From an optimization exercise on the open Yosys and OpenROAD flow, aimed at small area and a short achievable clock period; shortcuts taken in it are not production practice. Only simulation tests tie the RTL to the original design; equivalence was not proved. Power and IR drop assume default switching activity.

[flow/design.v]
module fpe_regmap (
  input  wire         clk,
  input  wire         rst,
  input  wire [63:0]  row,       
  input  wire [3:0]   amt,       
  input  wire [15:0]  lmask,     
  input  wire         rd,        
  input  wire         wr,        
  input  wire         s_w0,      
  input  wire         s_w1,      
  input  wire         s_bq,      
  input  wire [127:0] w0,
  input  wire [127:0] w1,
  input  wire [127:0] bq,
  output wire [127:0] rot_out
);
  reg  [511:0] cells;
  wire [127:0] rin, t1;
  genvar j, r;
  generate
    for (j = 0; j < 16; j = j + 1) begin : g_lane
      wire [3:0] rs  = {row[48 + j], row[32 + j], row[16 + j], row[j]} & {4{rd}};
      assign rin[8*j +: 8] = ({8{rs[0]}} & cells[  0 + 8*j +: 8]) |
                             ({8{rs[1]}} & cells[128 + 8*j +: 8]) |
                             ({8{rs[2]}} & cells[256 + 8*j +: 8]) |
                             ({8{rs[3]}} & cells[384 + 8*j +: 8]) |
                             ({8{s_w0}} & w0[8*(15-j) +: 8]) |
                             ({8{s_w1}} & w1[8*(15-j) +: 8]) |
                             ({8{s_bq}} & bq[8*(15-j) +: 8]);
      for (r = 0; r < 4; r = r + 1) begin : g_cell
        wire en = rst | (wr & lmask[j] & row[16*r + j]);
        always @(posedge clk)
          if (en)
            cells[128*r + 8*j +: 8] <= rot_out[8*(15-j) +: 8];
      end
    end
  endgenerate
  wire [127:0] t2, t3;
  fpe_rot2i #(.STEP(1)) u_rot1 (.s(amt[0]), .d(rin), .y(t1));
  fpe_rot2i #(.STEP(2)) u_rot2 (.s(amt[1]), .d(t1),  .y(t2));
  fpe_rot2i #(.STEP(4)) u_rot3 (.s(amt[2]), .d(t2),  .y(t3));
  fpe_rot2i #(.STEP(8)) u_rot4 (.s(amt[3]), .d(t3),  .y(rot_out));
endmodule
module fpe_lanes (
  input  wire [3:0]  a,
  input  wire [4:0]  len,
  output wire [15:0] lmask
);
  wire [4:0] e    = {1'b0, a} + len;
  wire       full = len[4];
  wire       wrap = e[4];
  genvar j;
  generate
    for (j = 0; j < 16; j = j + 1) begin : g_lane
      localparam [3:0] J = j;
      wire lt   = (J < a);
      wire lt_e = (J < e[3:0]);
      assign lmask[j] = full | (wrap ? (!lt | lt_e) : (!lt & lt_e));
    end
  endgenerate
endmodule
module fpe_rot2i #(
  parameter STEP = 1
) (
  input  wire         s,
  input  wire [127:0] d,
  output wire [127:0] y
);
  genvar k;
  generate
    for (k = 0; k < 16; k = k + 1) begin : g_byte
      assign y[8*k +: 8] = ~(s ? d[8*((k + STEP) % 16) +: 8] : d[8*k +: 8]);
    end
  endgenerate
endmodule
module fpe_rows (
  input  wire [5:0]  a,
  output wire [15:0] lt,
  output wire [3:0]  rd0,
  output wire [3:0]  rd1
);
  assign rd0 = 4'b0001 << a[5:4];
  assign rd1 = 4'b0001 << (a[5:4] + 2'd1);
  genvar j;
  generate
    for (j = 0; j < 16; j = j + 1) begin : g_lane
      localparam [3:0] J = j;
      assign lt[j] = (J < a[3:0]);
    end
  endgenerate
endmodule
module fpe_engine (
  input  wire         clk,
  input  wire         rst,
  input  wire         link_rst,
  input  wire         rx_valid,
  input  wire [7:0]   rx_data,
  output wire         rx_ready,
  output wire         tx_valid,
  output reg  [7:0]   tx_data,
  input  wire         tx_ready,
  output wire         commit_req,
  output wire         commit_wr,
  input  wire         commit_go,
  input  wire         snap,          
  output wire [5:0]   eng_addr,
  output wire [4:0]   eng_len,
  output wire [127:0] eng_buf,
  output reg  [3:0]   eng_amt,       
  input  wire [127:0] rd_win,
  output reg          diag_valid,
  output reg  [2:0]   diag_code
);
  localparam [3:0] S_IDLE = 4'd0,  S_HADDR = 4'd1,  S_HLEN = 4'd2,
                   S_RCS  = 4'd3,  S_WPAY  = 4'd4,  S_WCS  = 4'd5,
                   S_SKIP = 4'd6,  S_CRD   = 4'd8,  S_CWR  = 4'd9,
                   S_RA   = 4'd12, S_R2    = 4'd13, S_RD   = 4'd14,
                   S_RL   = 4'd15;
  reg [3:0]   st;
  reg [4:0]   cnt;
  reg [5:0]   addr;
  reg         ahi;
  reg [4:0]   len;
  reg [7:0]   acc;
  reg         is01, is02;
  reg [127:0] buf_q;
  wire rx_phase = !st[3];
  wire tx_phase = st[3] && st[2];
  assign rx_ready = rx_phase && !rst && !link_rst;
  assign tx_valid = tx_phase && !rst && !link_rst;
  wire rx_fire = rx_valid && rx_ready;
  wire tx_fire = tx_valid && tx_ready;
  assign commit_req = st[3] && !st[2];
  assign commit_wr  = st[0];
  assign eng_addr   = addr;
  assign eng_len    = len;
  assign eng_buf    = buf_q;
  wire       len_big = (rx_data > 8'd16);
  wire [6:0] hsum    = {1'b0, addr} + {2'b0, rx_data[4:0]};
  wire       hdr_ok  = !ahi && !len_big && (hsum <= 7'd64);
  always @(*) begin
    case (st)
      S_RA:    tx_data = {2'b00, addr};
      S_R2:    tx_data = acc ^ {2'b00, addr};
      S_RD:    tx_data = buf_q[7:0];
      default: tx_data = acc;
    endcase
  end
  wire shift = (st == S_WPAY && rx_fire) || (st == S_RD && tx_fire);
  always @(posedge clk)
    if (snap)
      buf_q <= rd_win;
    else if (shift)
      buf_q <= {rx_data, buf_q[127:8]};
  always @(posedge clk) begin
    diag_valid <= 1'b0;
    if (rst) begin
      st <= S_IDLE;
    end else if (link_rst) begin
      if (st != S_IDLE) begin
        diag_valid <= 1'b1;
        diag_code  <= 3'd5;
      end
      st <= S_IDLE;
    end else begin
      case (st)
        S_IDLE: if (rx_fire) begin
          is01 <= (rx_data == 8'h01);
          is02 <= (rx_data == 8'h02);
          acc  <= rx_data;
          st   <= S_HADDR;
        end
        S_HADDR: if (rx_fire) begin
          addr <= rx_data[5:0];
          ahi  <= |rx_data[7:6];
          acc  <= acc ^ rx_data;
          st   <= S_HLEN;
        end
        S_HLEN: if (rx_fire) begin
          len <= rx_data[4:0];
          eng_amt <= addr[3:0] + (is02 ? rx_data[3:0] : 4'd0);
          acc <= acc ^ rx_data;
          cnt <= rx_data[4:0];
          if (is01) begin
            if (hdr_ok) begin
              st <= S_RCS;
            end else begin
              st  <= S_SKIP;
              cnt <= 5'd1;
              diag_valid <= 1'b1;
              diag_code  <= len_big ? 3'd3 : 3'd1;
            end
          end else if (is02) begin
            if (len_big) begin
              st <= S_IDLE;
              diag_valid <= 1'b1;
              diag_code  <= 3'd3;
            end else if (!hdr_ok) begin
              st  <= S_SKIP;
              cnt <= rx_data[4:0] + 5'd1;
              diag_valid <= 1'b1;
              diag_code  <= 3'd1;
            end else if (rx_data[4:0] == 5'd0) begin
              st <= S_WCS;
            end else begin
              st <= S_WPAY;
            end
          end else begin
            st <= S_IDLE;
            diag_valid <= 1'b1;
            diag_code  <= 3'd4;
          end
        end
        S_RCS: if (rx_fire) begin
          if (rx_data == acc) begin
            st <= S_CRD;
          end else begin
            st <= S_IDLE;
            diag_valid <= 1'b1;
            diag_code  <= 3'd2;
          end
        end
        S_WPAY: if (rx_fire) begin
          acc   <= acc ^ rx_data;
          cnt   <= cnt - 5'd1;
          if (cnt == 5'd1)
            st <= S_WCS;
        end
        S_WCS: if (rx_fire) begin
          if (rx_data == acc) begin
            st <= S_CWR;
          end else begin
            st  <= S_RA;
            acc <= {2'b00, addr} ^ 8'hFF;
            diag_valid <= 1'b1;
            diag_code  <= 3'd2;
          end
        end
        S_SKIP: if (rx_fire) begin
          cnt <= cnt - 5'd1;
          if (cnt == 5'd1)
            st <= S_IDLE;
        end
        S_CRD: if (commit_go) begin
          acc   <= {2'b00, addr} ^ {3'b000, len};
          st    <= S_RA;
        end
        S_CWR: if (commit_go) begin
          acc <= {2'b00, addr};
          st  <= S_RA;
        end
        S_RA: if (tx_fire)
          st <= S_R2;
        S_R2: if (tx_fire)
          st <= (cnt != 5'd0) ? S_RD : S_RL;
        S_RD: if (tx_fire) begin
          acc   <= acc ^ buf_q[7:0];
          cnt   <= cnt - 5'd1;
          if (cnt == 5'd1)
            st <= S_RL;
        end
        S_RL: if (tx_fire)
          st <= S_IDLE;
        default: st <= S_IDLE;
      endcase
    end
  end
endmodule
module fpe_rm (
  input  wire         clk,
  input  wire         rst,
  input  wire         link_rst,
  input  wire         rx_valid,
  input  wire [7:0]   rx_data,
  output wire         rx_ready,
  output wire         tx_valid,
  output wire [7:0]   tx_data,
  input  wire         tx_ready,
  input  wire [1:0]   c_req,
  input  wire [1:0]   c_op,
  input  wire [15:0]  c_addr,
  input  wire [9:0]   c_len,
  input  wire [255:0] c_wdata,
  input  wire [1:0]   c_lock,
  output reg  [1:0]   c_gnt,
  output wire [255:0] c_rdata,
  output reg  [1:0]   c_err,
  output wire         diag_valid,
  output wire [2:0]   diag_code
);
  wire         commit_req;
  wire         commit_wr;
  wire         commit_go;
  wire [5:0]   eng_addr;
  wire [4:0]   eng_len;
  wire [127:0] eng_buf;
  wire [3:0]   eng_amt;      
  wire [127:0] rot_out;
  reg          p_er;         
  fpe_engine u_engine (
    .clk        (clk),
    .rst        (rst),
    .link_rst   (link_rst),
    .rx_valid   (rx_valid),
    .rx_data    (rx_data),
    .rx_ready   (rx_ready),
    .tx_valid   (tx_valid),
    .tx_data    (tx_data),
    .tx_ready   (tx_ready),
    .commit_req (commit_req),
    .commit_wr  (commit_wr),
    .commit_go  (commit_go),
    .snap       (p_er),
    .eng_addr   (eng_addr),
    .eng_len    (eng_len),
    .eng_buf    (eng_buf),
    .eng_amt    (eng_amt),
    .rd_win     (rdata_q),
    .diag_valid (diag_valid),
    .diag_code  (diag_code)
  );
  reg own_valid;
  reg own_idx;
  wire eng_sel = commit_req && !own_valid && !link_rst;
  assign commit_go = eng_sel && !rst;
  wire e0 = c_req[0] && !c_gnt[0] && (!own_valid || !own_idx);
  wire e1 = c_req[1] && !c_gnt[1] && (!own_valid ||  own_idx);
  wire gnt0 = !rst && !eng_sel && e0;
  wire gnt1 = !rst && !eng_sel && !e0 && e1;
  wire ok0 = !(c_len[4] && |c_len[3:0]) &&
             ({1'b0, c_addr[7:0]}  + {4'b0000, c_len[4:0]} <= 9'd64);
  wire ok1 = !(c_len[9] && |c_len[8:5]) &&
             ({1'b0, c_addr[15:8]} + {4'b0000, c_len[9:5]} <= 9'd64);
  wire eng_pre = commit_req && !own_valid;
  wire pre0    = !c_gnt[0] && (!own_valid || !own_idx);
  wire [2:0] ag;
  wire rd, s_w0, s_w1, s_bq;
  fpe_pick u_pick (
    .rst      (rst),
    .link_rst (link_rst),
    .eng_pre  (eng_pre),
    .eng_wr   (commit_wr),
    .req0     (c_req[0]),
    .pre0     (pre0),
    .op       (c_op),
    .ag       (ag),
    .s_row    (rd),
    .s_w0     (s_w0),
    .s_w1     (s_w1),
    .s_bq     (s_bq)
  );
  wire [5:0] ca  = e0 ? c_addr[5:0] : c_addr[13:8];
  wire [4:0] cl  = e0 ? c_len[4:0]  : c_len[9:5];
  wire [4:0] rl  = ({5{ag[0]}} & eng_len) | ({5{!ag[0]}} & cl);
  wire [3:0] amt = ({4{ag[0]}} & eng_amt) | ({4{ag[1]}} & c_addr[3:0]) |
                   ({4{ag[2]}} & c_addr[11:8]);
  wire [15:0] lm_e, lm_c;
  fpe_lanes u_lanes_e (.a(eng_addr[3:0]), .len(eng_len), .lmask(lm_e));
  fpe_lanes u_lanes_c (.a(ca[3:0]),       .len(cl),      .lmask(lm_c));
  wire [15:0] lmask = ({16{ag[0]}} & lm_e) | ({16{!ag[0]}} & lm_c);
  wire [15:0] lt_e, lt_0, lt_1;
  wire [3:0]  rd0_e, rd0_0, rd0_1, rd1_e, rd1_0, rd1_1;
  fpe_rows u_rows_e (.a(eng_addr),     .lt(lt_e), .rd0(rd0_e), .rd1(rd1_e));
  fpe_rows u_rows_0 (.a(c_addr[5:0]),  .lt(lt_0), .rd0(rd0_0), .rd1(rd1_0));
  fpe_rows u_rows_1 (.a(c_addr[13:8]), .lt(lt_1), .rd0(rd0_1), .rd1(rd1_1));
  wire [15:0] lt  = ({16{ag[0]}} & lt_e) | ({16{ag[1]}} & lt_0) | ({16{ag[2]}} & lt_1);
  wire [3:0]  rd0 = ({4{ag[0]}} & rd0_e) | ({4{ag[1]}} & rd0_0) | ({4{ag[2]}} & rd0_1);
  wire [3:0]  rd1 = ({4{ag[0]}} & rd1_e) | ({4{ag[1]}} & rd1_0) | ({4{ag[2]}} & rd1_1);
  wire [63:0] row;
  genvar jj, rr;
  generate
    for (jj = 0; jj < 16; jj = jj + 1) begin : g_row_l
      for (rr = 0; rr < 4; rr = rr + 1) begin : g_row_r
        assign row[16*rr + jj] = lt[jj] ? rd1[rr] : rd0[rr];
      end
    end
  endgenerate
  wire wr = (commit_go && commit_wr) || (gnt0 && c_op[0] && ok0) ||
            (gnt1 && c_op[1] && ok1);
  fpe_regmap u_map (
    .clk     (clk),
    .rst     (rst),
    .row     (row),
    .amt     (amt),
    .lmask   (lmask),
    .rd      (rd),
    .wr      (wr),
    .s_w0    (s_w0),
    .s_w1    (s_w1),
    .s_bq    (s_bq),
    .w0      (c_wdata[127:0]),
    .w1      (c_wdata[255:128]),
    .bq      (eng_buf),
    .rot_out (rot_out)
  );
  wire [127:0] rmask;
  genvar k;
  generate
    for (k = 0; k < 16; k = k + 1) begin : g_rmask
      assign rmask[8*k +: 8] = {8{k < rl}};
    end
  endgenerate
  reg [127:0] rdata_q;
  assign c_rdata = {rdata_q, rdata_q};
  always @(posedge clk) begin
    rdata_q <= rot_out & rmask;
    p_er    <= commit_go && !commit_wr;
  end
  always @(posedge clk) begin
    c_err <= {!ok1, !ok0};
    if (rst) begin
      own_valid <= 1'b0;
      c_gnt     <= 2'b00;
    end else begin
      c_gnt <= {gnt1, gnt0};
      if (own_valid) begin
        own_valid <= c_lock[own_idx];
      end else begin
        own_valid <= (gnt0 && c_lock[0]) || (gnt1 && c_lock[1]);
        own_idx   <= gnt1;
      end
    end
  end
endmodule
module fpe_pick (
  input  wire       rst,
  input  wire       link_rst,
  input  wire       eng_pre,
  input  wire       eng_wr,
  input  wire       req0,
  input  wire       pre0,
  input  wire [1:0] op,
  output wire [2:0] ag,
  output wire       s_row,
  output wire       s_w0,
  output wire       s_w1,
  output wire       s_bq
);
  wire e  = eng_pre && !link_rst;
  wire e0 = req0 && pre0;
  assign ag    = {!e && !e0, !e && e0, e};
  assign s_bq  = !rst && e && eng_wr;
  assign s_w0  = !rst && ag[1] && op[0];
  assign s_w1  = !rst && ag[2] && op[1];
  assign s_row = !rst && ((e && !eng_wr) || (ag[1] && !op[0]) || (ag[2] && !op[1]));
endmodule
[flow/flow/run.sh]
#!/bin/bash
# Layout flow: the standard flow (standard.sh), with two changes:
#  * synthesis maps the logic with an ABC script without ORFS's SOP balancing, buffering and sizing
#    (flow/abc_nf.abc: delay-aware mapping with area recovery) in place of ORFS's; the rest of
#    synthesis is the standard flow's own synth_recipe.tcl, unchanged, so the registers
#    are the standard synthesis's;
#  * the port buffers that buffer_ports inserts are sky130_fd_sc_hd__buf_2.
# Each tool's output is in ORFS's logs (orfs/logs/...); make's own output
# goes to flow_make.log.
set -euo pipefail
W=$PWD
{
  cat <<'EOT'
# ABC with the script in OWN_ABC_SCRIPT instead of the one synth.tcl names
proc abc {args} {
  set i [lsearch -exact $args -script]
  if {$i >= 0} {
    set args [lreplace $args [expr {$i + 1}] [expr {$i + 1}] $::env(OWN_ABC_SCRIPT)]
  }
  yosys abc {*}$args
}
EOT
  cat "$W/synth_recipe.tcl"
} > "$W/own_synth.tcl"
export OWN_ABC_SCRIPT="$W/flow/abc_nf.abc"
bash "$W/standard.sh" SYNTH_SCRIPT="$W/own_synth.tcl" \
  "BUFFER_PORTS_ARGS=-buffer_cell sky130_fd_sc_hd__buf_2" finish > "$W/flow_make.log" 2>&1
[flow/flow/abc_nf.abc]
strash
&get -n
&st
&dch
&nf
&put
topo
stime -c
[flow/standard.sh]
#!/bin/bash
# synth_recipe.tcl (not shown) runs the flow's synth.tcl, then flattens the netlist and writes it again
# the make line also repeats each setting of config.mk as NAME=value (left out here)
make -C /OpenROAD-flow-scripts/flow DESIGN_CONFIG=/design/flow/config.mk WORK_HOME=/design/flow/orfs CLKGATE_MAP_FILE= SYNTH_SCRIPT=/design/flow/synth_recipe.tcl "${@:-finish}"
[flow/config.mk]
export PLATFORM = sky130hd
export DESIGN_NAME = fpe_rm
export DESIGN_NICKNAME = fpe_rm
export VERILOG_FILES = /design/flow/design.v
export SDC_FILE = /design/flow/constraint.sdc
export NUM_CORES = 8
export LEC_CHECK = 0
export CAP_MARGIN = 40
export CORE_MARGIN = 2
export CORE_UTILIZATION = 55
export CTS_BUF_LIST = sky130_fd_sc_hd__clkbuf_4
export CTS_CLUSTER_SIZE = 20
export PLACE_DENSITY = 0.65
export SETUP_SLACK_MARGIN = 5
export SLEW_MARGIN = 20
export SYNTH_HIERARCHICAL = 1
export SYNTH_MINIMUM_KEEP_SIZE = 0
[flow/constraint.sdc]
create_clock -name core_clock -period 10.0 [get_ports {clk}]
set_input_delay 2.0000 -clock core_clock [delete_from_list [all_inputs] [get_ports {clk}]]
set_output_delay 2.0000 -clock core_clock [all_outputs]
set_load 0.01 [all_outputs]
==> results of run 1 <==
[timing repair]
| item | CTS | global route |
|---|---|---|
| setup buffers | 15 | 5 |
| setup endpoints to repair | 994 | 958 |
| resized for setup | 121 | 199 |
| gates cloned | 3 | 3 |
| pin swaps | 8 | 6 |
| endpoints found under the hold margin | 0 | 0 |
[cells by family after synthesis]
logic type	after synthesis	share of synthesized area, %
AOI/OAI and AO/OA	714	14.1
xor gates and xnor gates	43	0.900
adders and majority gates	42	1.36
buffers and inverters	183	2.96
DFF	814	55.1
muxes	731	17.9
other	3	0.0269
and+or+nand+nor	625	7.72
[routing by layer]
| layer | vias to the layer above | part of all wire [%] | global-route usage (%) |
|---|---|---|---|
| met1 | 17100 | 38 | 52.4 |
| met2 | 2466 | 46 | 62.8 |
| met3 | 398 | 12 | 9.22 |
| met5 | - | 0.019 | 0 |
| li1 | 14700 | - | - |
| met4 | 4 | 4.7 | 17.0 |
[layout make-up]
| class | count | area [µm²] |
|---|---|---|
| Tap cell | 978 | 1220 |
| Multi-Input combinational cell | 2162 | 19000 |
| Timing Repair Buffer | 700 | 4190 |
| Inverter | 36 | 184 |
| Sequential cell | 814 | 23100 |
| Clock buffer | 304 | 2280 |
| Antenna cell | 4 | 10.0 |
| Fill cell | 5730 | 25300 |
| Clock inverter | 72 | 465 |
[Yosys stat by module (local to each module, per instance), a selection]
| module | area (µm²) | flops+latches |
|---|---|---|
| fpe_regmap | 20300 | 512 |
| fpe_engine | 8210 | 167 |
| fpe_rm | 6550 | 135 |
| fpe_pick | 67.6 | 0 |
| fpe_lanes | 524 | 0 |
| fpe_rows | 174 | 0 |
[state kept, by name (all words and copies together) (netlist names)]
name and count:
u_map.cells 512, u_engine.buf_q 128, own_idx 1, u_engine.addr 6, u_engine.diag_code 3, c_gnt 2
u_engine.ahi 1, u_engine.acc 8, p_er 1, c_err 2, u_engine.diag_valid 1, own_valid 1
u_engine.st 4, rdata_q 128, u_engine.is02 1, u_engine.len 5, u_engine.eng_amt 4, u_engine.is01 1
u_engine.cnt 5
[per-stage QoR]
| stage | instance area [µm²] | setup slack, ns | utilization [%] |
|---|---|---|---|
| finish | 50400 | 4.86 | 66.6 |
| global route | 50400 | 4.87 | 66.6 |
| CTS | 49200 | 4.83 | 65.1 |
| detailed placement | 45800 | 2.87 | 60.6 |
| global placement | 45500 | 2.54 | 60.1 |
| floorplan | 42000 | 0.444 | - |
[cells in the final DEF, fill, tap and decap left out, types with 10 or more instances in the layout]
cell,n
a211o_1,13
a211oi_1,14
a21o_1,14
a21oi_1,61
a222oi_1,156
a31o_1,25
a31o_2,29
a31o_4,10
a31oi_1,21
a32oi_1,240
and2_0,101
and2_1,19
and3_1,25
buf_2,579
buf_4,95
clkbuf_4,305
clkinv_1,74
clkinv_2,12
dfxtp_1,135
edfxtp_1,675
ha_1,34
mux2_1,139
mux2i_1,423
mux2i_2,118
mux2i_4,44
nand2_1,102
nand2b_1,12
nand3_1,131
nand3_2,18
nor2_1,77
nor2b_1,65
nor3_1,24
o211ai_1,15
o21ai_0,43
o22ai_1,13
xnor2_1,17
xor2_1,26
[worst max-delay path by stage]
| stage | end | slack, ns | depth (start not counted) |
|---|---|---|---|
| final | u_map.cells[81]$_DFFE_PP_ | 4.86 | 15 |
| after global routing | rdata_q[64]$_DFF_P_ | 4.87 | 17 |
| after CTS | rdata_q[59]$_DFF_P_ | 4.83 | 16 |
| after detailed placement | rdata_q[23]$_DFF_P_ | 2.87 | 12 |
| after global placement | rdata_q[98]$_DFF_P_ | 2.54 | 12 |
| after floorplan | u_map.cells[0]$_DFFE_PP_ | 0.44 | 10 |
[power by group]
part           total (mW)  switching, mW  internal [mW]
Sequential           4.59          0.243           4.34
Clock                2.91           1.42           1.49
Combinational        2.66           1.77          0.894
Total                10.2           3.43           6.73
==> results.cfg, run 1 <==
[power]
total_leakage_power_nw = 19.9
p_per_area_mw_per_mm2 = 202
power.total_mw = 10.2
ir_drop_mv = 0.133

[yosys]
synth_top_area_share_pct = 48.4
yosysSeqAreaShare_pct = 55.1
synth_common_cells = edfxtp_1, mux2i_1, a32oi_1
synth_warnings = 9
avgSynthCellArea_um2 = 13.3
synth_edf_count = 675
synth_area_leaders = edfxtp_1, mux2i_1, dfxtp_1
yosysTopAreaCell = edfxtp_1
synth_ff_type = edfxtp_1
synthArstFlopShare_pct = 0
syn-num-nets = 3498
ys_types = 53
yosysMostFrequentCell = edfxtp_1
ys_seq_elements = 814
postSynthCellCount = 3155
syn_area_mm2 = 0.0419

[timing]
fin_skew_ns = 0.0987
rsz0062_at_grt = yes
tns_ns = 0
hold_viol_final = 0
min_period_ns = 5.14
whs_ns = 0.545
min_period_over_period_pct = 51.4
setup_viol = 0
slew_headroom_pct = 31.6
fmax_ghz = 0.194
maxSlewViolCount = 0
tightest_slew_ns = 1.03

[critical_path]
crit_start = link_rst
r2r_end = u_map.cells[81]$_DFFE_PP_
cp.arrival_ns = 5.90
rr_startpoint = u_engine.st[2]$_SDFFE_PN0P_
crit_slowest_cell = a222oi_1
critPathLaunchType = input port
reg2reg_slack_ns = 4.92
r2r_cells = 17
crit_buf_inv = 5
cp_max_fo = 37
crit_path_end_kind = flip-flop
cp_top_family = multiplexers
critPathKind = in2reg
cp_slowest_stage_delay_ns = 0.62
cp.required_ns = 10.76
path_cells = clkbuf_4, nor2b_4, buf_12, buf_4, buf_6, a222oi_1, buf_4, mux2i_4, and3_1, a31oi_1, nand3_1, mux2i_1, mux2i_1, mux2i_1, mux2i_2
crit_path_frequent_cell = mux2i_1

[global_routing]
grt-ovfl-total = 0
grt_antenna_before_repair = 6
grt_pass1_wl_mm = 224
grtUsageTotal_pct = 39.6
grt_pass1_vias = 32700
grt_max_degree = 82

[routing]
drt_iter0_markers = 4907
antenna_left = 0
dr.pass1.iters = 13
drc = 0
via_count = 34700
routed_wirelength_mm = 161
wl_per_cell_um = 31.7
vias_per_cell = 6.84

[placement]
place_hpwl_mm = 118
port_buffers = 574
gp_congestion = 0.988
dp.cells = 4657

[cells_and_area]
layout.cells.non_filler = 5070
syn_to_final_growth_pct = 20.4
drive_gt1_share_pct = 31.9
finalNetCount = 4258

[clocking]
path_clk_slew_ns = 0.06
cts-root-buf = clkbuf_4
htreeDepth = 4
hold_buffers = 0
cts_max_path_buffers = 3
cts_sinks = 814
insertion_delay_ns = 1.08
cts_tree = done
numCtsBuffers = 201

[min_path]
holdPathStages = 1
min_from = rdata_q[113]$_DFF_P_
hp-class = reg2reg
holdPathEnd = u_engine.buf_q[113]$_DFFE_PP_

[floorplanning]
rows = 101
core_mm2 = 0.0757
die_width_um = 280
ios = 575
start_util_pct = 55.3
die_h_um = 280
die-area_mm2 = 0.0783

[status]
status = complete, no violations

[job]
max_cap_viol_count = 0
==> run 2, diff against run 1 <==
--- a/flow/config.mk
+++ b/flow/config.mk
@@ -7,10 +7,8 @@
 export LEC_CHECK = 0
 export CAP_MARGIN = 40
 export CORE_MARGIN = 2
-export CORE_UTILIZATION = 55
-export CTS_BUF_LIST = sky130_fd_sc_hd__clkbuf_4
-export CTS_CLUSTER_SIZE = 20
-export PLACE_DENSITY = 0.65
+export CORE_UTILIZATION = 40
+export PLACE_DENSITY = 0.5
 export SETUP_SLACK_MARGIN = 5
 export SLEW_MARGIN = 20
 export SYNTH_HIERARCHICAL = 1
==> results.cfg, run 2 <==
[placement]
place_hpwl_mm = 132
gp_congestion = 0.937
placed_area_mm2 = 0.0467
port_buffers = 574

[yosys]
synthArstFlopShare_pct = 0
yosysMostFrequentCell = edfxtp_1
syn-num-nets = 3498
ys_seq_elements = 814
synth_edf_count = 675
synth_warnings = 9
yosysSeqAreaShare_pct = 55.1
synth_top_area_share_pct = 48.4
ys_types = 53
avgSynthCellArea_um2 = 13.3
synth_ff_type = edfxtp_1
syn_area_mm2 = 0.0419
synth_common_cells = edfxtp_1, mux2i_1, a32oi_1
yosysTopAreaCell = edfxtp_1
synth_area_leaders = edfxtp_1, mux2i_1, dfxtp_1
postSynthCellCount = 3155

[critical_path]
critPathLaunchType = input port
path_depth = 14
cp.arrival_ns = 5.59
path_cells = buf_12, nor2b_4, buf_12, a21oi_4, and3b_4, buf_12, a222oi_1, nand3_1, buf_4, mux2i_1, mux2i_1, mux2i_1, mux2i_1, buf_4
crit_path_end_kind = flip-flop
crit_buf_inv = 5
cp_top_family = compound AO/OA/AOI/OAI gates
reg2reg_slack_ns = 5.02
cp_max_fo = 57
cp.required_ns = 10.42
r2r_cells = 16
crit_path_frequent_cell = mux2i_1
cp_slowest_stage_delay_ns = 0.94
critPathKind = in2reg
crit_slowest_cell = a222oi_1

[timing]
rsz0062_at_grt = yes
fin_skew_ns = 0.0233
maxSlewViolCount = 0
min_period_ns = 5.17
fmax_ghz = 0.194
setup_viol = 0
tightest_slew_ns = 1.05
hold_viol_final = 0
min_period_over_period_pct = 51.7
slew_headroom_pct = 29.8
tns_ns = 0

[power]
p_sw_share_pct = 32.4
total_leakage_power_nw = 20.9
clockPowerShare_pct = 30.4
netSwitchingPower_mw = 3.62
p_per_area_mw_per_mm2 = 206
combPwrFrac_pct = 28.6
power_frac_seq_pct = 41.0
internal_power_mw = 7.57
ir_drop_mv = 0.128

[cells_and_area]
syn_to_final_growth_pct = 29.9
drive_gt1_share_pct = 37.6
design_area_mm2 = 0.0544
finalNetCount = 4288
most-common-layout-cells = edfxtp_1, buf_2, mux2i_1
largest_reg_flops = 512
final_common_cell = edfxtp_1
fin_util_pct = 52.5
fill_cells = 8840
regMostFlops = u_map.cells
largest_registers = u_map.cells (512), rdata_q (128), u_engine.buf_q (128)

[floorplanning]
start_util_pct = 40.4
die_h_um = 328
rows = 118
die-area_mm2 = 0.107
die_width_um = 328
core_mm2 = 0.104
ios = 575

[routing]
wl_per_cell_um = 33.0
dr.pass1.iters = 12
drt_iter0_markers = 4918
vias_per_cell = 6.33
antenna_left = 0
routed_wirelength_mm = 178
via_count = 34200
drc = 0

[global_routing]
grt_pass1_wl_mm = 245
grtUsageTotal_pct = 31.8
grt_max_degree = 98
grt_pass1_vias = 32800
grt-ovfl-total = 0
grt_antenna_before_repair = 6

[clocking]
cts_max_path_buffers = 3
insertion_delay_ns = 0.68
cts_sinks = 814
cts-root-buf = clkbuf_16
numCtsBuffers = 89
hold_buffers = 0
path_clk_slew_ns = 0.06
htreeDepth = 3
cts_tree = done

[job]
max_cap_viol_count = 0

[min_path]
holdPathStages = 1
hp-class = reg2reg

[status]
status = complete, no violations
run 2: cell types whose count changed in the layout (fill, tap and decap cells not counted), moves of 34 or more:
cell,previous run,this run
mux2i_1,423,307
clkbuf_16,0,92
mux2i_4,44,129
buf_4,95,188
clkinv_1,74,37
clkbuf_4,305,2
nand3_2,18,65
nand3_1,131,83
mux2i_2,118,152
run 2: layout make-up:
cell class,count,area [µm²],share of cell area (%)
Clock buffer,120,2500,4.59
Inverter,36,180,0.331
Timing Repair Buffer,833,5550,10.2
Tap cell,1380,1730,3.17
Multi-Input combinational cell,2171,20800,38.3
Antenna cell,1,2.50,0.00460
Sequential cell,814,23100,42.4
Clock inverter,44,549,1.01
run 2: what timing repair did:
| action | CTS | global route |
|---|---|---|
| resized for setup | 377 | 353 |
| endpoints found under the hold margin | 0 | 0 |
| setup buffers | 65 | 47 |
| pin swaps | 45 | 14 |
| cloned | 16 | 2 |
| endpoints found under the setup margin | 1144 | 1058 |
run 2: metal layers:
layer / GRT usage (%) / vias to the layer above / wire (µm)
met2: 51.8 / 1798 / 83600
li1: - / 14700 / -
met3: 5.46 / 258 / 14600
met5: 0.266 / - / 0
met4: 9.61 / 0 / 6100
met1: 43.5 / 17500 / 73900
run 2: final timing paths:
| check | from | end |
|---|---|---|
| setup / recovery | link_rst | u_map.cells[87]$_DFFE_PP_ |
| hold / removal | u_engine.buf_q[9]$_DFFE_PP_ | u_engine.buf_q[1]$_DFFE_PP_ |
| setup reg to reg | u_engine.st[3]$_SDFFE_PN0P_ | u_map.cells[87]$_DFFE_PP_ |
| hold reg to reg | u_engine.buf_q[9]$_DFFE_PP_ | u_engine.buf_q[1]$_DFFE_PP_ |
run 2: power groups by stage:
stage / Clock, mW / Combinational [mW] / Sequential, mW
2_1_floorplan: 0 / 1.39 / 4.63
3_3_place_gp: 0 / 2.38 / 4.65
3_5_place_dp: 0 / 2.46 / 4.66
4_1_cts: 3.46 / 2.82 / 4.59
5_1_grt: 3.59 / 3.31 / 4.63
6_report: 3.41 / 3.20 / 4.59
run 2: per-module statistics from Yosys, one instance, submodules excluded, a selection:
module      copies in the design  cell area (µm²)  cells inside
fpe_regmap                     1            20300          1134
fpe_rm                         1             6550           645
fpe_engine                     1             8210           580
fpe_pick                       1             67.6            11
fpe_lanes                      2              524            87
fpe_rows                       3              174            33
run 2: cells by family after synthesis:
logic type | count (synthesis) | synth area share, %
adder cells (fa/ha/maj) | 42 | 1.36
multiplexers | 731 | 17.9
AO/OA/AOI/OAI | 714 | 14.1
AND/OR/NAND/NOR | 625 | 7.72
buffers and inverters | 183 | 2.96
flip-flops | 814 | 55.1
XOR/XNOR | 43 | 0.900
other | 3 | 0.0269
run 2: stage by stage:
stage | setup slack (ns) | instances | hold WS (ns) | total power, mW
global route | 4.79 | 5398 | 0.580 | 11.5
CTS | 4.90 | 5346 | 0.562 | 10.9
finish | 4.83 | 5399 | 0.568 | 11.2
global placement | 2.18 | 5043 | 0.538 | 7.03
floorplan | 0.444 | 3155 | 0.517 | 6.02
detailed placement | 2.51 | 5101 | 0.547 | 7.12
==> run 3, diff against run 2 <==
--- a/flow/flow/run.sh
+++ b/flow/flow/run.sh
@@ -4,7 +4,7 @@
 #    (flow/abc_nf.abc: delay-aware mapping with area recovery) in place of ORFS's; the rest of
 #    synthesis is the standard flow's own synth_recipe.tcl, unchanged, so the registers
 #    are the standard synthesis's;
-#  * the port buffers that buffer_ports inserts are sky130_fd_sc_hd__buf_2.
+#  * the port buffers that buffer_ports inserts are sky130_fd_sc_hd__buf_1.
 # Each tool's output is in ORFS's logs (orfs/logs/...); make's own output
 # goes to flow_make.log.
 set -euo pipefail
@@ -24,4 +24,4 @@
 } > "$W/own_synth.tcl"
 export OWN_ABC_SCRIPT="$W/flow/abc_nf.abc"
 bash "$W/standard.sh" SYNTH_SCRIPT="$W/own_synth.tcl" \
-  "BUFFER_PORTS_ARGS=-buffer_cell sky130_fd_sc_hd__buf_2" finish > "$W/flow_make.log" 2>&1
+  "BUFFER_PORTS_ARGS=-buffer_cell sky130_fd_sc_hd__buf_1" finish > "$W/flow_make.log" 2>&1
--- a/flow/config.mk
+++ b/flow/config.mk
@@ -7,8 +7,10 @@
 export LEC_CHECK = 0
 export CAP_MARGIN = 40
 export CORE_MARGIN = 2
-export CORE_UTILIZATION = 40
-export PLACE_DENSITY = 0.5
+export CORE_UTILIZATION = 55
+export CTS_BUF_LIST = sky130_fd_sc_hd__clkbuf_4
+export CTS_CLUSTER_SIZE = 20
+export PLACE_DENSITY = 0.65
 export SETUP_SLACK_MARGIN = 5
 export SLEW_MARGIN = 20
 export SYNTH_HIERARCHICAL = 1
==> results.cfg, run 3 <==
[clocking]
cts_sinks = 814
cts-root-buf = clkbuf_4
numCtsBuffers = 201
cts_max_path_buffers = 3
path_clk_slew_ns = 0.06
insertion_delay_ns = 1.09
hold_buffers = 0
cts_tree = done
htreeDepth = 4

[floorplanning]
rows = 101
die_width_um = 280
die-area_mm2 = 0.0783
start_util_pct = 55.3
core_mm2 = 0.0757
ios = 575
die_h_um = 280

[placement]
port_buffers = 574
gp_congestion = 1.01
dp.cells = 4663
place_hpwl_mm = 121

[yosys]
synthAdderAreaFrac_pct = 1.36
synth_ff_type = edfxtp_1
synthXorXnorAreaFrac_pct = 0.900
synth_top_area_share_pct = 48.4
avgSynthCellArea_um2 = 13.3
yosysMostFrequentCell = edfxtp_1
syn-num-nets = 3498
synth-compound-area-share_pct = 14.1
synth_top_family_by_area = multiplexers
ys_types = 53
yosysSeqAreaShare_pct = 55.1
synth_warnings = 9
synth_area_leaders = edfxtp_1, mux2i_1, dfxtp_1
postSynthCellCount = 3155
synthArstFlopShare_pct = 0
synth_edf_count = 675
synthSimpleGateAreaFrac_pct = 7.72
ys_seq_elements = 814
syn_area_mm2 = 0.0419
synth_mux_area_share_pct = 17.9
synth_common_cells = edfxtp_1, mux2i_1, a32oi_1
yosysTopAreaCell = edfxtp_1

[critical_path]
cp.required_ns = 10.90
cp.arrival_ns = 6.06
critPathKind = in2reg
crit_path_end_kind = flip-flop
reg2reg_slack_ns = 4.97
critPathLaunchType = input port
cp_max_fo = 16

[power]
netSwitchingPower_mw = 3.54
ir_drop_mv = 0.160
internal_power_mw = 6.69
p_sw_share_pct = 34.6
p_per_area_mw_per_mm2 = 203
clockPowerShare_pct = 28.5
power_frac_seq_pct = 44.9
combPwrFrac_pct = 26.6
total_leakage_power_nw = 18.4

[job]
max_cap_viol_count = 0

[timing]
min_period_ns = 5.16
setup_viol = 0
fin_skew_ns = 0.101
slew_headroom_pct = 18.9
rsz0062_at_grt = yes
fmax_ghz = 0.194
tns_ns = 0
maxSlewViolCount = 0
hold_viol_final = 0
min_period_over_period_pct = 51.6
tightest_slew_ns = 1.22

[global_routing]
grt-ovfl-total = 0
grtUsageTotal_pct = 40.5
grt_antenna_before_repair = 8
grt_max_degree = 80
grt_pass1_wl_mm = 228
grt_pass1_vias = 32900

[routing]
wl_met2_mm = 73.4
drc = 0
top_layer = met5
via_count = 34900
wl_met3_mm = 19.5
dr.pass1.iters = 13
drt_iter0_markers = 5345
drt-met1-wl_mm = 62.3
antenna_left = 0
vias_per_cell = 6.84
wl_per_cell_um = 32.4
routed_wirelength_mm = 165

[cells_and_area]
most-common-layout-cells = edfxtp_1, buf_1, mux2i_1
drive_gt1_share_pct = 21.3
regMostFlops = u_map.cells
layout.cells.non_filler = 5099
final_common_cell = edfxtp_1
finalNetCount = 4280
largest_reg_flops = 512
syn_to_final_growth_pct = 20.6
largest_registers = u_map.cells (512), rdata_q (128), u_engine.buf_q (128)
fill_cells = 5781

[status]
status = complete, no violations

[min_path]
hp-class = reg2reg
-- run 3: cell counts after synthesis --
Identical to the previous run, type by type.
-- run 3: final timing paths --
path              cells past startpoint                         from                          end
setup / recovery                     17                     link_rst          rdata_q[67]$_DFF_P_
hold / removal                        2  u_engine.st[2]$_SDFFE_PN0P_  u_engine.st[2]$_SDFFE_PN0P_
setup reg to reg                     19  u_engine.st[2]$_SDFFE_PN0P_          rdata_q[67]$_DFF_P_
hold reg to reg                       2  u_engine.st[2]$_SDFFE_PN0P_  u_engine.st[2]$_SDFFE_PN0P_
-- run 3: final cells by class --
class	count	area, µm²	share of cell area, %
diodes	5	12.5	0.0248
clock buffers	301	2260	4.48
flip-flops and latches	814	23100	45.7
well taps	978	1220	2.42
inverters	36	181	0.359
clock inverters	81	519	1.03
multi-input cells	2161	19500	38.7
repair buffers	723	3670	7.28
-- run 3: power groups by stage --
stage                     clock network, mW  logic (mW)  registers [mW]
after floorplan                           0        1.39            4.63
after global placement                    0        2.21            4.64
after detailed placement                  0        2.28            4.66
after CTS                              2.96        2.41            4.59
after global routing                   3.13        2.79            4.63
final                                  2.92        2.72            4.60
-- run 3: logic make-up (layout without fill, tap and decap cells) --
family	after synthesis	count (layout)
flops	814	814
buf+inv	183	1141
other cells	3	8
simple gates	625	627
mux	731	731
compound gates	714	715
fa+ha+maj	42	42
xor+xnor	43	43
-- run 3: per-stage QoR --
step	hold slack (ns)	worst slack [ns]	utilization, %	cell area (µm²)	power (mW)
floorplan	0.517	0.444	-	42000	6.02
global route	0.541	4.88	66.7	50500	10.6
CTS	0.525	4.97	64.5	48800	9.96
detailed placement	0.547	2.64	59.7	45200	6.94
global placement	0.547	2.38	59.2	44800	6.85
finish	0.542	4.84	66.7	50500	10.2
-- run 3: modules after synthesis (local to each module, per instance), a selection --
module      area, µm²  cells inside
fpe_regmap      20300          1134
fpe_engine       8210           580
fpe_rm           6550           645
fpe_lanes         524            87
fpe_rows          174            33
fpe_pick         67.6            11
-- run 3: worst max-delay path, cell delays in order --
cell	delay [ns]
clkbuf_4	0.23
nor2b_4	0.07
buf_12	0.15
buf_4	0.14
buf_4	0.13
buf_4	0.16
a222oi_1	0.37
bufbuf_16	0.47
mux2i_1	0.17
buf_4	0.21
a32oi_1	0.21
nand3_1	0.35
mux2i_1	0.34
mux2i_1	0.18
mux2i_2	0.33
mux2i_2	0.25
and2_0	0.24
-- run 3: repair_timing --
action	4_1_cts	5_1_grt
setup buffers	14	26
cloned	5	1
pin swaps	10	13
resized for setup	169	298
setup endpoints to repair	1128	926
-- run 3: layer usage --
metal | track usage [%] | up-vias
met3 | 10.7 | 444
met2 | 61.3 | 2448
li1 | - | 14800
met1 | 53.5 | 17200
met4 | 21.2 | 6
met5 | 0 | -
==> run 4, diff against run 3 <==
--- a/flow/config.mk
+++ b/flow/config.mk
@@ -7,10 +7,10 @@
 export LEC_CHECK = 0
 export CAP_MARGIN = 40
 export CORE_MARGIN = 2
-export CORE_UTILIZATION = 55
+export CORE_UTILIZATION = 65
 export CTS_BUF_LIST = sky130_fd_sc_hd__clkbuf_4
 export CTS_CLUSTER_SIZE = 20
-export PLACE_DENSITY = 0.65
+export PLACE_DENSITY = 0.75
 export SETUP_SLACK_MARGIN = 5
 export SLEW_MARGIN = 20
 export SYNTH_HIERARCHICAL = 1
==> results.cfg, run 4 <==
[status]
status = complete, no violations

[yosys]
synth-compound-area-share_pct = 14.1
synthAdderAreaFrac_pct = 1.36
postSynthCellCount = 3155
synth_top_family_by_area = multiplexers
synth_top_area_share_pct = 48.4
syn-num-nets = 3498
synth_mux_area_share_pct = 17.9
yosysMostFrequentCell = edfxtp_1
yosysSeqAreaShare_pct = 55.1
syn_area_mm2 = 0.0419
synth_area_leaders = edfxtp_1, mux2i_1, dfxtp_1
synth_warnings = 9
synth_ff_type = edfxtp_1
synthXorXnorAreaFrac_pct = 0.900
synthArstFlopShare_pct = 0
synth_common_cells = edfxtp_1, mux2i_1, a32oi_1
yosysTopAreaCell = edfxtp_1
ys_seq_elements = 814
synthSimpleGateAreaFrac_pct = 7.72
synth_edf_count = 675
ys_types = 53
avgSynthCellArea_um2 = 13.3

[power]
power.total_mw = 9.99
p_per_area_mw_per_mm2 = 203
total_leakage_power_nw = 18.0
ir_drop_mv = 0.210

[cells_and_area]
largest_reg_flops = 512
finalNetCount = 4256
most-common-layout-cells = edfxtp_1, buf_1, mux2i_1
drive_gt1_share_pct = 17.0
largest_registers = u_map.cells (512), rdata_q (128), u_engine.buf_q (128)
final_common_cell = edfxtp_1
regMostFlops = u_map.cells
syn_to_final_growth_pct = 17.5

[clocking]
insertion_delay_ns = 1.10
cts_sinks = 814
hold_buffers = 0
cts_max_path_buffers = 3
htreeDepth = 4
cts-root-buf = clkbuf_4
cts_tree = done
numCtsBuffers = 193
path_clk_slew_ns = 0.07

[floorplanning]
rows = 93
start_util_pct = 65.3
die-area_mm2 = 0.0665
die_width_um = 258
die_h_um = 258
ios = 575
core_mm2 = 0.0641

[critical_path]
cp.arrival_ns = 6.14
crit_path_end_kind = flip-flop
critPathLaunchType = input port
critPathKind = in2reg
cp_max_fo = 53
cp.required_ns = 10.98

[global_routing]
grt_pass1_wl_mm = 224
grt_pass1_vias = 33800
grt-ovfl-total = 0
grt_max_degree = 80
grtUsageTotal_pct = 46.1
grt_antenna_before_repair = 8

[routing]
routed_wirelength_mm = 158
via_count = 35500
wl_per_cell_um = 32.0
drt_iter0_markers = 6263
vias_per_cell = 7.20
drc = 0
antenna_left = 0
dr.pass1.iters = 14

[placement]
place_hpwl_mm = 114
port_buffers = 574
gp_congestion = 1.00

[timing]
tightest_slew_ns = 1.01
fmax_ghz = 0.194
min_period_ns = 5.16
slew_headroom_pct = 33.0
rsz0062_at_grt = yes
fin_skew_ns = 0.116
maxSlewViolCount = 0
tns_ns = 0
min_period_over_period_pct = 51.6
setup_viol = 0
hold_viol_final = 0

[min_path]
hp-class = reg2reg

[job]
max_cap_viol_count = 0
[run 4: logic make-up after synthesis]
family	Yosys count
flip-flops	814
buffers and inverters	183
XOR/XNOR	43
other	3
AND/OR/NAND/NOR	625
AO/OA/AOI/OAI	714
adder cells (fa/ha/maj)	42
multiplexers	731
[run 4: Yosys stat by module (local to each module, per instance), excerpt]
module      area (µm²)  times used  flops+latches  cells
fpe_regmap       20300           1            512   1134
fpe_rm            6550           1            135    645
fpe_rows           174           3              0     33
fpe_lanes          524           2              0     87
fpe_pick          67.6           1              0     11
fpe_engine        8210           1            167    580
[run 4: where the power goes]
part	leakage [nW]	internal (mW)	switching, mW	total, mW
Sequential	7.85	4.34	0.249	4.59
Clock	1.54	1.42	1.41	2.83
Combinational	8.63	0.800	1.77	2.57
[run 4: metrics by stage]
| stage | cell area, µm² | std cells | hold slack [ns] | setup WS (ns) | utilization [%] |
|---|---|---|---|---|---|
| finish | 49200 | 4938 | 0.529 | 4.84 | 76.7 |
| global route | 49200 | 4938 | 0.569 | 4.97 | 76.7 |
| global placement | 44700 | 4503 | 0.544 | 2.86 | 69.7 |
| floorplan | 42000 | 3155 | 0.517 | 0.444 | - |
| detailed placement | 45000 | 4539 | 0.544 | 3.01 | 70.1 |
| CTS | 48300 | 4922 | 0.517 | 4.92 | 75.3 |
[run 4: repair_timing]
item                                    4_1_cts  5_1_grt
endpoints found under the setup margin     1079     1097
resized for setup                           115      163
pin swaps                                     9        5
buffers inserted                             14        6
cloned                                        7        0
[run 4: final timing paths]
path                          startpoint                             to  slack, ns  depth (start not counted)
max                             link_rst            rdata_q[28]$_DFF_P_       4.84                         15
min                 rdata_q[121]$_DFF_P_  u_engine.buf_q[121]$_DFFE_PP_       0.53                          2
max reg2reg  u_engine.st[2]$_SDFFE_PN0P_            rdata_q[28]$_DFF_P_       4.98                         17
min reg2reg         rdata_q[121]$_DFF_P_  u_engine.buf_q[121]$_DFFE_PP_       0.53                          2
[run 4: layout make-up]
cell class              count  area [µm²]
inverters                  36         169
diodes                      3        7.51
fillers                  4025       14900
well taps                 855        1070
flip-flops and latches    814       23100
clock buffers             281        2110
repair buffers            706        3520
multi-input cells        2162       18700
clock inverters            81         523
[run 4: critical path: stages]
cell and delay, ns:
buf_2 0.20, nor2b_4 0.07, buf_12 0.15, buf_12 0.19, a222oi_1 0.75, buf_4 0.33, mux2i_1 0.36, buf_4 0.26
a32oi_1 0.14, nand3_2 0.23, mux2i_1 0.18, mux2i_1 0.28, mux2i_1 0.18, mux2i_2 0.52, nor2b_1 0.25
[run 4: routing by layer]
metal,track usage [%],up-vias,wire [µm]
li1,-,14700,-
met1,60.0,17100,54800
met2,69.1,3235,69500
met3,13.0,574,22800
met4,27.6,4,10700
met5,0,-,22
==> run 5, diff against run 4 <==
--- a/flow/config.mk
+++ b/flow/config.mk
@@ -8,8 +8,6 @@
 export CAP_MARGIN = 40
 export CORE_MARGIN = 2
 export CORE_UTILIZATION = 65
-export CTS_BUF_LIST = sky130_fd_sc_hd__clkbuf_4
-export CTS_CLUSTER_SIZE = 20
 export PLACE_DENSITY = 0.75
 export SETUP_SLACK_MARGIN = 5
 export SLEW_MARGIN = 20
==> results.cfg, run 5 <==
[timing]
fin_skew_ns = 0.0367
rsz0062_at_grt = yes
fmax_ghz = 0.186
hold_viol_final = 0
maxSlewViolCount = 0
slew_headroom_pct = 31.4
tightest_slew_ns = 1.03
tns_ns = 0
min_period_over_period_pct = 53.8
setup_viol = 0
whs_ns = 0.558
min_period_ns = 5.38

[power]
combPwrFrac_pct = 29.3
clockPowerShare_pct = 29.0
p_per_area_mw_per_mm2 = 207
p_sw_share_pct = 34.2
total_leakage_power_nw = 19.0
internal_power_mw = 7.30
ir_drop_mv = 0.258
netSwitchingPower_mw = 3.79
power_frac_seq_pct = 41.8

[global_routing]
grt_pass1_wl_mm = 229
grt-ovfl-total = 0
grt_max_degree = 80
grt_pass1_vias = 33600
grtUsageTotal_pct = 47.2
grt_antenna_before_repair = 8

[cells_and_area]
multiInputGateArea_mm2 = 0.0217
fill_cells = 3219
most-common-layout-cells = edfxtp_1, buf_1, mux2i_1
fin_util_pct = 83.6
regArea_mm2 = 0.0231
regMostFlops = u_map.cells
final_common_cell = edfxtp_1
largest_reg_flops = 512
finalNetCount = 4254
drive_gt1_share_pct = 25.4
largest_registers = u_map.cells (512), rdata_q (128), u_engine.buf_q (128)
syn_to_final_growth_pct = 28.0

[floorplanning]
core_mm2 = 0.0641
rows = 93
start_util_pct = 65.3
die_width_um = 258
die_h_um = 258
die-area_mm2 = 0.0665
ios = 575

[yosys]
synth_ff_type = edfxtp_1
synth_common_cells = edfxtp_1, mux2i_1, a32oi_1
ys_types = 53
syn_area_mm2 = 0.0419
synth_area_leaders = edfxtp_1, mux2i_1, dfxtp_1
yosysSeqAreaShare_pct = 55.1
synthArstFlopShare_pct = 0
synth_top_area_share_pct = 48.4
avgSynthCellArea_um2 = 13.3
yosysTopAreaCell = edfxtp_1
syn-num-nets = 3498
postSynthCellCount = 3155
ys_seq_elements = 814
synth_warnings = 9
synth_edf_count = 675
yosysMostFrequentCell = edfxtp_1

[job]
max_cap_viol_count = 0

[clocking]
cts_tree = done
insertion_delay_ns = 0.67
numCtsBuffers = 82
path_clk_slew_ns = 0.06
cts_max_path_buffers = 3
htreeDepth = 3
cts-root-buf = clkbuf_16
cts_sinks = 814

[critical_path]
cp.arrival_ns = 5.93
r2r_end = u_map.cells[112]$_DFFE_PP_
critPathLaunchType = input port
endpoint = rdata_q[33]$_DFF_P_
rr_startpoint = own_valid$_SDFF_PP0_
critPathKind = in2reg
crit_path_end_kind = flip-flop
reg2reg_slack_ns = 4.80
crit_start = link_rst
r2r_cells = 17
cp_max_fo = 15
cp.required_ns = 10.55

[routing]
vias_per_cell = 7.68
wl_per_cell_um = 35.7
routed_wirelength_mm = 173
drc = 0
drt_iter0_markers = 7206
via_count = 37200
antenna_left = 0
dr.pass1.iters = 14

[placement]
gp_congestion = 1.00
port_buffers = 574
place_hpwl_mm = 114

[min_path]
min_from = u_engine.buf_q[15]$_DFFE_PP_
hp-class = reg2reg

[status]
status = complete, no violations
==> run 5: cell counts after synthesis <==
No cell type changed its count.
==> run 5: worst min path at each step <==
stage | slack, ns | to | cells past startpoint
floorplan | 0.52 | own_valid$_SDFF_PP0_ | 2
global placement | 0.54 | u_engine.buf_q[31]$_DFFE_PP_ | 1
detailed placement | 0.54 | u_engine.buf_q[7]$_DFFE_PP_ | 1
CTS | 0.56 | u_engine.buf_q[7]$_DFFE_PP_ | 1
global route | 0.58 | u_engine.buf_q[7]$_DFFE_PP_ | 1
finish | 0.56 | u_engine.buf_q[7]$_DFFE_PP_ | 1
==> run 5: cells by family after synthesis <==
family / after synthesis / synth area share (%)
simple gates: 625 / 7.72
fa+ha+maj: 42 / 1.36
compound gates: 714 / 14.1
other cells: 3 / 0.0269
mux: 731 / 17.9
xor+xnor: 43 / 0.900
buf+inv: 183 / 2.96
flops: 814 / 55.1
==> run 5: cell type report <==
class | count | share of cell area, %
Antenna cell | 2 | 0.00934
Clock buffer | 105 | 4.18
Clock inverter | 48 | 1.09
Inverter | 36 | 0.331
Multi-Input combinational cell | 2165 | 40.5
Sequential cell | 814 | 43.0
Tap cell | 855 | 2.00
Timing Repair Buffer | 812 | 8.89
==> run 5: through the flow <==
step	instance area, µm²	cells	worst slack [ns]	power (mW)
final	53600	4837	4.62	11.1
after global placement	44700	4503	2.86	6.76
after global routing	53600	4836	4.66	11.2
after floorplan	42000	3155	0.444	6.02
after CTS	50100	4739	4.95	10.3
after detailed placement	45000	4539	3.01	6.87
==> run 5: metal layers <==
| metal | vias up | GRT usage [%] | routed length (µm) |
|---|---|---|---|
| li1 | 14600 | - | - |
| met1 | 17800 | 61.0 | 56000 |
| met2 | 3877 | 70.9 | 75600 |
| met3 | 857 | 13.4 | 26700 |
| met4 | 6 | 29.0 | 14400 |
| met5 | - | 0 | 48 |
==> run 5: Yosys stat by module (local to each module, per instance), excerpt <==
| module | flops+latches | area [µm²] | times used |
|---|---|---|---|
| fpe_rows | 0 | 174 | 3 |
| fpe_engine | 167 | 8210 | 1 |
| fpe_lanes | 0 | 524 | 2 |
| fpe_regmap | 512 | 20300 | 1 |
| fpe_pick | 0 | 67.6 | 1 |
| fpe_rm | 135 | 6550 | 1 |
==> run 5: what timing repair did <==
item | CTS | global route
hold buffers | 0 | 0
pin swaps | 23 | 35
gates resized for setup | 394 | 502
gates cloned | 11 | 7
setup buffers | 36 | 81
endpoints found under the setup margin | 1154 | 1154
==> run 5: power groups by stage <==
stage	clock (mW)	combinational (mW)	sequential (mW)
2_1_floorplan	0	1.39	4.63
3_3_place_gp	0	2.14	4.61
3_5_place_dp	0	2.22	4.65
4_1_cts	3.17	2.59	4.59
5_1_grt	3.32	3.26	4.66
6_report	3.21	3.24	4.63
==> run 5: critical path: stages <==
cell	delay (ns)
buf_12	0.11
nor2b_4	0.13
buf_12	0.16
a21oi_4	0.05
buf_12	0.16
a222oi_1	0.41
bufbuf_16	0.42
mux2i_1	0.11
and2_1	0.29
a32oi_2	0.30
nand3_2	0.36
mux2i_2	0.38
mux2i_1	0.16
mux2i_1	0.25
mux2i_1	0.17
buf_4	0.25
and2_0	0.17
==> run 6, diff against run 5 <==
--- a/flow/config.mk
+++ b/flow/config.mk
@@ -7,8 +7,10 @@
 export LEC_CHECK = 0
 export CAP_MARGIN = 40
 export CORE_MARGIN = 2
-export CORE_UTILIZATION = 65
-export PLACE_DENSITY = 0.75
+export CORE_UTILIZATION = 60
+export CTS_BUF_LIST = sky130_fd_sc_hd__clkbuf_8
+export CTS_CLUSTER_SIZE = 30
+export PLACE_DENSITY = 0.7
 export SETUP_SLACK_MARGIN = 5
 export SLEW_MARGIN = 20
 export SYNTH_HIERARCHICAL = 1
==> results.cfg, run 6 <==
[status]
status = complete, no violations

[yosys]
syn-num-nets = 3498
synth_edf_count = 675
syn_area_mm2 = 0.0419
synthArstFlopShare_pct = 0
synth_common_cells = edfxtp_1, mux2i_1, a32oi_1
yosysMostFrequentCell = edfxtp_1
synth_area_leaders = edfxtp_1, mux2i_1, dfxtp_1
synth_top_area_share_pct = 48.4
postSynthCellCount = 3155
synth_warnings = 9
ys_seq_elements = 814
yosysTopAreaCell = edfxtp_1
ys_types = 53
avgSynthCellArea_um2 = 13.3
synth_ff_type = edfxtp_1
yosysSeqAreaShare_pct = 55.1

[power]
internal_power_mw = 6.76
combPwrFrac_pct = 28.3
netSwitchingPower_mw = 3.58
clockPowerShare_pct = 27.3
power_frac_seq_pct = 44.5
p_sw_share_pct = 34.6
total_leakage_power_nw = 18.6
power.total_mw = 10.3
ir_drop_mv = 0.153
p_per_area_mw_per_mm2 = 200

[cells_and_area]
largest_reg_flops = 512
regMostFlops = u_map.cells
most-common-layout-cells = edfxtp_1, buf_1, mux2i_1
fill_cells = 4491
drive_gt1_share_pct = 21.8
final_common_cell = edfxtp_1
finalNetCount = 4254
layout.cells.non_filler = 4953
largest_registers = u_map.cells (512), rdata_q (128), u_engine.buf_q (128)
syn_to_final_growth_pct = 23.4
fin_util_pct = 75.1

[min_path]
holdPathEnd = u_engine.buf_q[1]$_DFFE_PP_
holdPathStages = 1
hp-class = reg2reg
min_from = u_engine.buf_q[9]$_DFFE_PP_

[timing]
min_period_ns = 5.13
fin_skew_ns = 0.0456
hold_viol_final = 0
fmax_ghz = 0.195
fin_ws_ns = 4.87
setup_viol = 0
min_period_over_period_pct = 51.3
tightest_slew_ns = 1.10
maxSlewViolCount = 0
rsz0062_at_grt = yes
tns_ns = 0
slew_headroom_pct = 26.5

[critical_path]
r2r_cells = 19
cp.required_ns = 10.68
crit_path_frequent_cell = buf_4
cp_top_family = buffers and inverters
rr_startpoint = u_engine.st[2]$_SDFFE_PN0P_
path_cells = buf_6, nor2b_4, buf_12, a21oi_4, a221oi_4, buf_4, buf_4, buf_16, and2_2, a32oi_1, nand3_2, mux2i_2, mux2i_1, mux2i_1, mux2i_2, buf_4, and2_0
r2r_end = rdata_q[106]$_DFF_P_
crit_slowest_cell = a21oi_4
crit_buf_inv = 6
critPathKind = in2reg
reg2reg_slack_ns = 4.97
critPathLaunchType = input port
cp_slowest_stage_delay_ns = 0.42
cp.arrival_ns = 5.81
cp_max_fo = 79
crit_path_end_kind = flip-flop

[placement]
dp_slack_ns = 2.64
gp_congestion = 1.01
dp.cells = 4605
port_buffers = 574
place_hpwl_mm = 116

[routing]
vias_per_cell = 7.21
via_count = 35700
routed_wirelength_mm = 165
drt_iter0_markers = 6041
drc = 0
dr.pass1.iters = 11
antenna_left = 0
wl_per_cell_um = 33.3

[floorplanning]
core_mm2 = 0.0688
ios = 575
die-area_mm2 = 0.0719
rows = 96
die_width_um = 268
start_util_pct = 60.8
die_h_um = 268

[clocking]
htreeDepth = 4
cts_max_path_buffers = 3
numCtsBuffers = 131
hold_buffers = 0
cts_tree = done
path_clk_slew_ns = 0.06
insertion_delay_ns = 0.81
cts_sinks = 814
cts-root-buf = clkbuf_8

[global_routing]
grt_pass1_vias = 32500
grtUsageTotal_pct = 43.2
grt_antenna_before_repair = 8
grt_pass1_wl_mm = 223
grt_max_degree = 92
grt-ovfl-total = 0

[job]
max_cap_viol_count = 0
## run 6: changes by cell type in the layout (fill, tap and decap cells not counted), moves of 11 or more
cell and delta:
clkbuf_8 +139, clkbuf_16 -84, mux2i_1 +69, mux2i_4 -63
inv_1 +44, buf_4 -29, a32oi_1 +16, clkbuf_1 -14
clkinv_1 +14, nor2b_1 +14, a31o_1 +12, and2_0 +12
buf_12 -12, a32oi_2 -11
## run 6: logic make-up (layout without fill, tap and decap cells)
family                     Yosys count  in the layout  share of synthesized area, %
AOI/OAI and AO/OA                  714            715                          14.1
other                                3             10                        0.0269
buffers and inverters              183           1036                          2.96
xor gates and xnor gates            43             43                         0.900
DFF                                814            814                          55.1
and+or+nand+nor                    625            631                          7.72
muxes                              731            731                          17.9
adders and majority gates           42             42                          1.36
## run 6: per-stage QoR
step	hold slack [ns]	instance area (µm²)
global placement	0.545	44700
CTS	0.551	49400
floorplan	0.517	42000
global route	0.582	51700
detailed placement	0.549	45000
finish	0.564	51700
## run 6: final cells by class
| cell class | instances | area [µm²] | area share (%) |
|---|---|---|---|
| sequential | 814 | 23100 | 44.6 |
| antenna | 7 | 17.5 | 0.0339 |
| multi-input combinational | 2165 | 20500 | 39.7 |
| timing repair buffer | 763 | 4220 | 8.17 |
| clock inverter | 90 | 541 | 1.05 |
| tap | 931 | 1160 | 2.25 |
| inverter | 36 | 163 | 0.315 |
| clock buffer | 147 | 2020 | 3.92 |
## run 6: worst max-delay path by stage
stage / from / to / depth (start not counted)
detailed placement: link_rst / rdata_q[28]$_DFF_P_ / 12
finish: link_rst / rdata_q[106]$_DFF_P_ / 17
global route: link_rst / rdata_q[92]$_DFF_P_ / 17
CTS: link_rst / rdata_q[31]$_DFF_P_ / 15
floorplan: link_rst / u_map.cells[0]$_DFFE_PP_ / 10
global placement: link_rst / u_map.cells[282]$_DFFE_PP_ / 11
## run 6: routing by layer
| metal | share of wire (%) | global-route usage [%] | up-vias |
|---|---|---|---|
| met1 | 36 | 57.6 | 17500 |
| met3 | 14 | 11.7 | 501 |
| met4 | 5.8 | 23.0 | 4 |
| li1 | - | - | 14600 |
| met2 | 45 | 65.0 | 3078 |
| met5 | 0.019 | 0 | - |
## run 6: power groups by stage
stage	registers [mW]	logic, mW	clock network, mW
6_report	4.60	2.92	2.82
5_1_grt	4.63	2.97	2.96
4_1_cts	4.58	2.53	2.82
3_5_place_dp	4.65	2.24	0
3_3_place_gp	4.62	2.17	0
2_1_floorplan	4.63	1.39	0
## run 6: what timing repair did
action	4_1_cts	5_1_grt
resized for setup	349	315
buffers inserted	21	61
endpoints found under the hold margin	0	0
endpoints found under the setup margin	1160	1157
pin swaps	14	15
cloned	8	4
## run 6: per-module statistics from Yosys, one instance, submodules excluded, excerpt
| module | copies in the design | flip-flops and latches | cells | cell area, µm² |
|---|---|---|---|---|
| fpe_lanes | 2 | 0 | 87 | 524 |
| fpe_engine | 1 | 167 | 580 | 8210 |
| fpe_regmap | 1 | 512 | 1134 | 20300 |
| fpe_rows | 3 | 0 | 33 | 174 |
| fpe_pick | 1 | 0 | 11 | 67.6 |
| fpe_rm | 1 | 135 | 645 | 6550 |
==> run 7, diff against run 6 <==
--- a/flow/config.mk
+++ b/flow/config.mk
@@ -7,10 +7,10 @@
 export LEC_CHECK = 0
 export CAP_MARGIN = 40
 export CORE_MARGIN = 2
-export CORE_UTILIZATION = 60
+export CORE_UTILIZATION = 55
 export CTS_BUF_LIST = sky130_fd_sc_hd__clkbuf_8
 export CTS_CLUSTER_SIZE = 30
-export PLACE_DENSITY = 0.7
+export PLACE_DENSITY = 0.6
 export SETUP_SLACK_MARGIN = 5
 export SLEW_MARGIN = 20
 export SYNTH_HIERARCHICAL = 1
==> results.cfg, run 7 <==
[cells_and_area]
most-common-layout-cells = edfxtp_1, buf_1, mux2i_1
final_common_cell = edfxtp_1
largest_registers = u_map.cells (512), rdata_q (128), u_engine.buf_q (128)
syn_to_final_growth_pct = 25.1
drive_gt1_share_pct = 23.3
regMostFlops = u_map.cells
largest_reg_flops = 512
finalNetCount = 4275

[timing]
min_period_ns = 5.11
tns_ns = 0
setup_viol = 0
whs_ns = 0.549
fin_skew_ns = 0.0595
maxSlewViolCount = 0
rsz0062_at_grt = yes
hold_viol_final = 0
fmax_ghz = 0.196
tightest_slew_ns = 1.11
min_period_over_period_pct = 51.1
slew_headroom_pct = 25.7

[yosys]
synth_top_area_share_pct = 48.4
syn-num-nets = 3498
synth_ff_type = edfxtp_1
yosysTopAreaCell = edfxtp_1
synthArstFlopShare_pct = 0
avgSynthCellArea_um2 = 13.3
yosysMostFrequentCell = edfxtp_1
ys_seq_elements = 814
synth_warnings = 9
postSynthCellCount = 3155
ys_types = 53
synth_edf_count = 675
yosysSeqAreaShare_pct = 55.1
synth_common_cells = edfxtp_1, mux2i_1, a32oi_1
syn_area_mm2 = 0.0419
synth_area_leaders = edfxtp_1, mux2i_1, dfxtp_1

[critical_path]
crit_path_end_kind = flip-flop
cp.arrival_ns = 5.85
critPathLaunchType = input port
critPathKind = in2reg
cp_max_fo = 10
cp.required_ns = 10.74

[global_routing]
grt-ovfl-total = 0
grt_pass1_wl_mm = 232
grt_max_degree = 108
grt_antenna_before_repair = 5
grtUsageTotal_pct = 41.2
grt_pass1_vias = 32900

[min_path]
hp-class = reg2reg

[clocking]
hold_buffers = 0
cts_sinks = 814
insertion_delay_ns = 0.82
cts_max_path_buffers = 3
cts-root-buf = clkbuf_8
cts_tree = done
numCtsBuffers = 135
htreeDepth = 4
path_clk_slew_ns = 0.06

[floorplanning]
ios = 575
rows = 101
core_mm2 = 0.0757
start_util_pct = 55.3
die-area_mm2 = 0.0783
die_h_um = 280
die_width_um = 280

[placement]
gp_congestion = 0.979
place_hpwl_mm = 121
port_buffers = 574

[power]
total_leakage_power_nw = 19.0
ir_drop_mv = 0.144
p_per_area_mw_per_mm2 = 203

[routing]
drc = 0
antenna_left = 0
vias_per_cell = 7.07
dr.pass1.iters = 10
routed_wirelength_mm = 170
via_count = 35500
drt_iter0_markers = 5381
wl_per_cell_um = 33.8

[job]
max_cap_viol_count = 0

[status]
status = complete, no violations
run 7: routing by layer:
layer  wire length [µm]  track usage, %  vias up
li1                   -               -    14700
met1              63700            55.8    17600
met2              75400            62.2     2776
met3              21200            10.6      477
met4               9320            19.3        2
met5                 84               0        -
run 7: worst max-delay path, cell delays in order:
cell and delay [ns]:
clkbuf_4 0.18, nor2b_4 0.15, buf_12 0.15, nor2_2 0.10
a222oi_1 0.65, buf_4 0.30, mux2i_1 0.34, and2_4 0.28
a32oi_1 0.07, nand3_1 0.25, mux2i_2 0.14, mux2i_2 0.36
mux2i_1 0.17, buf_4 0.17, mux2i_4 0.33, and2_0 0.20
run 7: final cells by class:
type	count	area (µm²)
Timing Repair Buffer	781	4290
Clock buffer	156	2150
Inverter	36	169
Fill cell	5432	23300
Antenna cell	3	7.51
Multi-Input combinational cell	2164	20800
Sequential cell	814	23100
Clock inverter	94	673
Tap cell	978	1220
run 7: per-module statistics from Yosys, one instance, submodules excluded, excerpt:
module      cells inside  times used
fpe_regmap          1134           1
fpe_engine           580           1
fpe_rm               645           1
fpe_lanes             87           2
fpe_rows              33           3
fpe_pick              11           1
run 7: final timing paths:
path | start | to | slack (ns) | depth (start not counted)
setup reg to reg | u_engine.st[3]$_SDFFE_PN0P_ | rdata_q[38]$_DFF_P_ | 5.15 | 18
setup / recovery | link_rst | rdata_q[38]$_DFF_P_ | 4.89 | 16
hold reg to reg | u_engine.buf_q[33]$_DFFE_PP_ | u_engine.buf_q[25]$_DFFE_PP_ | 0.55 | 1
hold / removal | u_engine.buf_q[33]$_DFFE_PP_ | u_engine.buf_q[25]$_DFFE_PP_ | 0.55 | 1
run 7: cell families (layout without fill, tap and decap cells):
| logic type | count (synthesis) | after routing | synth area share [%] |
|---|---|---|---|
| adder cells (fa/ha/maj) | 42 | 42 | 1.36 |
| other | 3 | 6 | 0.0269 |
| flip-flops | 814 | 814 | 55.1 |
| XOR/XNOR | 43 | 43 | 0.900 |
| buffers and inverters | 183 | 1067 | 2.96 |
| multiplexers | 731 | 731 | 17.9 |
| AND/OR/NAND/NOR | 625 | 630 | 7.72 |
| AO/OA/AOI/OAI | 714 | 715 | 14.1 |
run 7: metrics by stage:
step,total power [mW],utilization (%),instance area [µm²],worst slack (ns),std cells
global placement,6.85,59.2,44800,2.27,4625
finish,10.6,69.2,52400,4.89,5026
global route,10.9,69.2,52400,4.91,5025
floorplan,6.02,-,42000,0.444,3155
detailed placement,6.95,59.8,45200,2.80,4674
CTS,10.2,65.8,49800,4.88,4968
run 7: report_power, final:
part           internal [mW]  switching (mW)  leakage [nW]
sequential              4.35           0.251          7.85
clock                   1.59            1.45          1.62
combinational           1.01            1.98          9.52
run 7: what timing repair did:
item | CTS | global route
setup buffers | 36 | 44
setup endpoints to repair | 1149 | 1146
gates cloned | 8 | 4
resized for setup | 285 | 414
pin swaps | 29 | 36
